This is an optimization exercise on Yosys and OpenROAD, whose aim is small area, a short achievable clock period and few clock cycles per item, not a production implementation. RTL that was checked went through simulation tests only; none was proved equivalent to the original. Power is estimated from default activity; no workload was simulated.

## run A
Design bdgr_enc, start of the top module:
module bdgr_enc (
    input  wire        clk,
    input  wire        rst,
    input  wire        start,
    input  wire [15:0] width,
    input  wire [15:0] height,
    input  wire        pred_med,
    output wire        busy,
    input  wire        in_valid,
    input  wire [7:0]  in_pix,
    input  wire [7:0]  in_up,
    output wire        in_ready,
    output wire        out_valid,
    output wire [63:0] out_word,
    output wire        out_last,
    input  wire        out_ready
);
For scale: about 1400 cells after synthesis, ~220 flip-flops, ~120 I/O pins, roughly 0.012 mm2 of cells after synthesis.
Settings: LEC_CHECK=0, CAP_MARGIN=20, CORE_MARGIN=2, CORE_UTILIZATION=40, CTS_BUF_LIST=sky130_fd_sc_hd__clkbuf_8, CTS_CLUSTER_DIAMETER=40, CTS_CLUSTER_SIZE=20, SLEW_MARGIN=20; clock period 11.0 ns.
standard.sh (not shown) runs the stock make flow with config.mk's settings and CLKGATE_MAP_FILE= SYNTH_SCRIPT=/design/flow/synth_recipe.tcl, a recipe that flattens the netlist after the stock synthesis.
==> flow/flow/run.sh <==
#!/bin/bash
set -euo pipefail
export BUFFER_PORTS_ARGS="-buffer_cell sky130_fd_sc_hd__buf_1"
export SETUP_SLACK_MARGIN=7.4
bash standard.sh > standard_make.log 2>&1
The flow did not stop early for run A: all stages ran, and the layout cleared the timing, design-rule and antenna checks.
Testbench counts of run A, summed over its fixed seeds: cycles 34,785, items 34,030.
[inputs] run B vs run A
# run A
export LEC_CHECK = 0
export CAP_MARGIN = 20
export CORE_MARGIN = 2
export CORE_UTILIZATION = 40
export CTS_BUF_LIST = sky130_fd_sc_hd__clkbuf_8
export CTS_CLUSTER_DIAMETER = 40
export CTS_CLUSTER_SIZE = 20
export SLEW_MARGIN = 20
create_clock -name core_clock -period 11.0 [get_ports {clk}]
# run B
export LEC_CHECK = 0
export CAP_MARGIN = 20
export CORE_MARGIN = 2
export CORE_UTILIZATION = 40
export CTS_BUF_LIST = sky130_fd_sc_hd__clkbuf_16
export CTS_CLUSTER_DIAMETER = 60
export CTS_CLUSTER_SIZE = 30
export SLEW_MARGIN = 20
create_clock -name core_clock -period 11.0 [get_ports {clk}]
- Delta (run B minus run A): largest incremental delay on the critical path has increased; wire length has decreased.
- Comparing run A and run B, the lower signed area change from the synthesized netlist to the final layout is on run B.
- Re power: run A and run B aren't equal, and the higher value belongs to run A.
- For run B, the most heavily used metal layer in global routing was met1, unlike run A, where it was met2.
- Run B ends up with a detailed router's first-iteration violation count that is about 3.5% higher than in run A.
Modified inputs, run C compared to run B
# run B
export LEC_CHECK = 0
export CAP_MARGIN = 20
export CORE_MARGIN = 2
export CORE_UTILIZATION = 40
export CTS_BUF_LIST = sky130_fd_sc_hd__clkbuf_16
export CTS_CLUSTER_DIAMETER = 60
export CTS_CLUSTER_SIZE = 30
export SLEW_MARGIN = 20
create_clock -name core_clock -period 11.0 [get_ports {clk}]
# run C
export LEC_CHECK = 0
export ABC_AREA = 1
export CAP_MARGIN = 20
export CORE_MARGIN = 2
export CORE_UTILIZATION = 40
export CTS_BUF_LIST = sky130_fd_sc_hd__clkbuf_16
export CTS_CLUSTER_DIAMETER = 60
export CTS_CLUSTER_SIZE = 30
export SLEW_MARGIN = 20
create_clock -name core_clock -period 11.0 [get_ports {clk}]
### Flow results
Run C went all the way through synthesis, placement and routing and the layout is clean on timing, DRC and antenna. For run C, the slowest library cell on the worst path was sky130_fd_sc_hd__ha_4, unlike run B, where it was sky130_fd_sc_hd__nor3_1. In the flow results for run B and run C, the via count is smaller on run B. Run comparison: run C category of the critical setup timing path primary input to flip-flop; run B category of the critical setup timing path flip-flop to flip-flop. Going from run B to run C, the die area was enlarged. [compare] base=run B new=run C: non-clock buffer count down 18, number of CTS-inserted buffers down 2, number of logic stages on the critical path including buffering down 2, post-CTS resize count down 12. First-pass GRT wire length: run C higher than run B. Of run B and run C, run B shows the higher arrival time at the worst endpoint, with run C below it. Going from run B to run C, share of the clock period used by the worst path after layout shrinks by 0.66 points. Going from run B to run C, power shrank by a little under 10%.


== oak ==
The RTL this note starts from:
==> flow/design.v <==
module bdgr_enc (
    input  wire        clk,
    input  wire        rst,
    input  wire        start,
    input  wire [15:0] width,
    input  wire [15:0] height,
    input  wire        pred_med,
    output wire        busy,
    input  wire        in_valid,
    input  wire [7:0]  in_pix,
    input  wire [7:0]  in_up,
    output wire        in_ready,
    output wire        out_valid,
    output wire [63:0] out_word,
    output wire        out_last,
    input  wire        out_ready
);
    localparam integer ACW    = 104;           
    localparam [6:0]   HOLD_T = ACW - 20;      
    reg        busy_r, in_ready_r, out_valid_r, out_last_r;
    reg        med_r;
    reg [15:0] w_r;
    reg [15:0] xc;            
    reg [15:0] yc;            
    reg        first_col, first_row;
    reg        pix_done;      
    reg        v0;            
    reg [7:0]  pix0, up0;
    reg        fc0, fr0;      
    reg        use_c0, use_b0;  
    reg [7:0]  pa;            
    reg [7:0]  pc;            
    reg        v1;            
    reg [7:0]  d1;
    reg [2:0]  k_r;           
    reg [6:0]  spos;          
    reg        v2;            
    reg [6:0]  pos2;          
    reg [7:0]  data2;         
    reg [ACW-1:0] acc;
    assign busy      = busy_r;
    assign in_ready  = in_ready_r;
    assign out_valid = out_valid_r;
    assign out_last  = out_last_r;
    assign out_word  = acc[63:0];
    wire accept = in_valid & in_ready_r;
    wire fire   = out_valid_r & out_ready;
    wire [7:0] na_in = first_col ? 8'd0 : pix0;
    wire [7:0] nb_in = first_row ? 8'd0 : in_up;
    wire [7:0] nc_in = (first_col | first_row) ? 8'd0 : up0;
    wire c_ge_in  = (nc_in >= na_in);
    wire use_c_in = c_ge_in ^ (nb_in <= nc_in);    
    wire use_b_in = c_ge_in ~^ (nb_in <= na_in);   
    wire [7:0] na = fc0 ? 8'd0 : pa;
    wire [7:0] nb = fr0 ? 8'd0 : up0;
    wire [7:0] nc = (fc0 | fr0) ? 8'd0 : pc;
    wire [7:0] pmin = (fc0 & (med_r | fr0)) ? 8'd0 : pa;   
    wire [7:0] dA = pix0 - pmin;
    wire [7:0] dB = pix0 - nb;
    wire [7:0] dC = pix0 - nb - na + nc;
    wire [7:0] dnew = (med_r & use_c0) ? dC : (med_r & use_b0) ? dB : dA;
    wire [7:0] r    = {d1[6:0], 1'b0} ^ {8{d1[7]}};
    wire [7:0] q    = r >> k_r;
    wire       esc  = (q >= 8'd11);
    wire [7:0] mask = ~(8'hff << k_r);
    wire [3:0] qoff = esc ? 4'd11 : q[3:0];
    wire [4:0] len  = esc ? 5'd20 : ({1'b0, q[3:0]} + 5'd1 + {2'd0, k_r});
    wire [7:0] data = esc ? r : (r & mask);
    reg [2:0] k_next;
    always @(*) begin
        if      (r <= 8'd1)   k_next = 3'd0;
        else if (r <= 8'd4)   k_next = 3'd1;
        else if (r <= 8'd8)   k_next = 3'd2;
        else if (r <= 8'd16)  k_next = 3'd3;
        else if (r <= 8'd32)  k_next = 3'd4;
        else if (r <= 8'd64)  k_next = 3'd5;
        else if (r <= 8'd128) k_next = 3'd6;
        else                  k_next = 3'd7;
    end
    wire hold = v1 & (spos > HOLD_T);
    wire adv1 = v1 & ~hold;
    wire [6:0] spos_add = spos + (adv1 ? {2'd0, len} : 7'd0);
    wire [6:0] spos_next = {spos_add[6] & ~fire, spos_add[5:0]};
    wire [6:0] pos_add   = spos + {3'd0, qoff};
    wire [6:0] pos_next  = {pos_add[6] & ~fire, pos_add[5:0]};
    wire [ACW-1:0] ins = {{(ACW-9){1'b0}}, data2 & {8{v2}}, v2} << pos2;
    wire [ACW-1:0] acc_or = acc | ins;
    wire [ACW-1:0] acc_next = fire ? {64'd0, acc_or[ACW-1:64]} : acc_or;
    wire last_col = (xc == 16'd1);
    wire last_row = (yc == 16'd1);
    wire busy_next     = busy_r & ~(fire & out_last_r);
    wire pix_done_next = pix_done | (accept & last_col & last_row);
    wire alldone_next  = pix_done & ~v0 & ~v1;
    wire [6:0] epos_next = {spos[6] & ~fire, spos[5:0]};
    wire load = ~busy_r & start;
    always @(posedge clk) begin
        if (rst) begin
            busy_r      <= 1'b0;
            in_ready_r  <= 1'b0;
            out_valid_r <= 1'b0;
            out_last_r  <= 1'b0;
        end else if (!busy_r) begin
            busy_r      <= start;
            in_ready_r  <= start;
            out_valid_r <= 1'b0;
        end else begin
            busy_r      <= busy_next;
            in_ready_r  <= busy_next & ~pix_done_next & (spos_next <= HOLD_T);
            out_valid_r <= busy_next & (epos_next[6] | (alldone_next & (epos_next != 7'd0)));
            out_last_r  <= alldone_next & (epos_next <= 7'd64);
        end
    end
    always @(posedge clk) begin
        if (load) begin
            med_r     <= pred_med;
            w_r       <= width;
            xc        <= width;
            yc        <= height;
            first_col <= 1'b1;
            first_row <= 1'b1;
            pix_done  <= 1'b0;
        end else if (accept) begin
            first_col <= last_col;
            pix_done  <= last_col & last_row;
            if (last_col) begin
                xc <= w_r;
                yc <= yc - 16'd1;
                first_row <= 1'b0;
            end else begin
                xc <= xc - 16'd1;
            end
        end
    end
    always @(posedge clk) begin
        v0 <= ~rst & (hold ? v0 : accept);
        if (accept) begin
            pix0  <= in_pix;
            up0   <= in_up;
            fc0   <= first_col;
            fr0   <= first_row;
            use_c0 <= use_c_in;
            use_b0 <= use_b_in;
            pa    <= pix0;
            pc    <= up0;
        end
    end
    always @(posedge clk) begin
        v1 <= ~rst & (hold ? v1 : v0);
        if (!hold)
            d1 <= dnew;
        if (load)
            k_r <= 3'd7;
        else if (adv1)
            k_r <= k_next;
        v2    <= ~rst & adv1;
        pos2  <= pos_next;
        data2 <= data;
        spos  <= load ? 7'd32 : spos_next;
        acc   <= load ? {{(ACW-32){1'b0}}, height, width} : acc_next;
    end
endmodule
==> flow/config.mk <==
export PLATFORM = sky130hd
export DESIGN_NAME = bdgr_enc
export DESIGN_NICKNAME = bdgr_enc
export VERILOG_FILES = /design/flow/design.v
export SDC_FILE = /design/flow/constraint.sdc
export NUM_CORES = 4
export LEC_CHECK = 0
export CAP_MARGIN = 20
export CORE_MARGIN = 2
export CORE_UTILIZATION = 40
export CTS_BUF_LIST = sky130_fd_sc_hd__clkbuf_8
export SLEW_MARGIN = 20
==> flow/constraint.sdc <==
create_clock -name core_clock -period 11.0 [get_ports {clk}]
set_input_delay 2.2000 -clock core_clock [delete_from_list [all_inputs] [get_ports {clk}]]
set_output_delay 2.2000 -clock core_clock [all_outputs]
set_load 0.01 [all_outputs]
==> flow/flow/run.sh <==
#!/bin/bash
set -euo pipefail
export BUFFER_PORTS_ARGS="-buffer_cell sky130_fd_sc_hd__buf_1"
export SETUP_SLACK_MARGIN=7.6
bash standard.sh > standard_make.log 2>&1
--- input diff oak..pine ---
- CTS_BUF_LIST: sky130_fd_sc_hd__clkbuf_8 -> unset
==> comparison <==
- Lower transition time at the pin with the least slew margin was reported by oak, not pine.
- From oak to pine, compound-gate portion of the synthesized area did not move at all.
- The sequential share of layout area of pine and that of oak are within noise of each other.
- Fraction of layout cells with a size suffix above 1 (pine over oak): decrease, 1.8 points
- No run among pine and oak stopped early or left any final violation; all are clean.
- The delay of the slowest cell on the worst path on oak is in line with that on pine.
- Taking oak as the reference point, the total number of vias of pine falls by 189.
- Number of vias per cell after detailed routing essentially unchanged between oak and pine.
- pine ends up with a final clock period utilization by the worst path that is 1.0 points higher than in oak.
- Compared pine vs oak, and setup slack is down in pine.
- pine ended up with a lower fraction of met3 tracks used by global routing than oak did.
Relative to pine, the following input files were edited for birch:
==> flow/flow/run.sh <==
#!/bin/bash
# Standard layout, with plain buffers on the ports.
set -euo pipefail
export BUFFER_PORTS_ARGS="-buffer_cell sky130_fd_sc_hd__buf_1"
bash standard.sh > standard_make.log 2>&1
==> run summary <==
- Min routed wire length across pine and birch: birch
- Going from pine to birch, length of routed met3 wiring lost about 15%; critical path depth now larger; area growth from synthesis to layout lower.
- birch ends up with a power that is 0.00013 W lower than in pine.
- In the tables for pine and birch, global routing met2 resource utilization reads lower with birch.
- Run comparison: pine first element of the critical path fr0$_DFFE_PP_; birch first element of the critical path d1[7]$_DFFE_PN_
No functional check of the RTL was part of any run of this note.

[afterwards: timing with drivers on the ports]
Ports are ideal in the flow. The routed layouts listed here were re-timed in OpenROAD.
Step 1: set_driving_cell puts a clkbuf_16 on clk and a buf_2 on each other input, an assumption about the parent block.
Step 2 also shifts input and output timing later by t, the mid clock arrival at the registers, as if the neighbouring blocks saw the same clock.
Slacks: no drivers / after step 1 / after step 2; pairs: no drivers / after step 1.
run | shift t [ns] | setup WS [ns] | worst setup path after step 2 | clock arrival spread, ns | worst slew at a driven data input, ns
run A | 0.572 | 7.494 / 7.494 / 6.961 | input to register | 0.037 / 0.037 | 0.08
run B | 0.560 | 7.540 / 7.540 / 7.019 | input to register | 0.037 / 0.037 | 0.09
run C | 0.568 | 7.613 / 7.593 / 7.072 | input to register | 0.029 / 0.029 | 0.07
oak | 0.585 | 7.291 / 7.291 / 7.120 | input to register | 0.038 / 0.038 | 0.05
pine | 0.585 | 7.178 / 7.178 / 7.100 | input to register | 0.020 / 0.019 | 0.06
birch | 0.581 | 5.855 / 5.855 / 5.855 | register to register | 0.025 / 0.025 | 0.06
After both steps every run listed still meets setup and hold. For run C, which loses most, drivers alone change the setup slack by -0.020 ns; drivers and shift together by -0.541 ns.
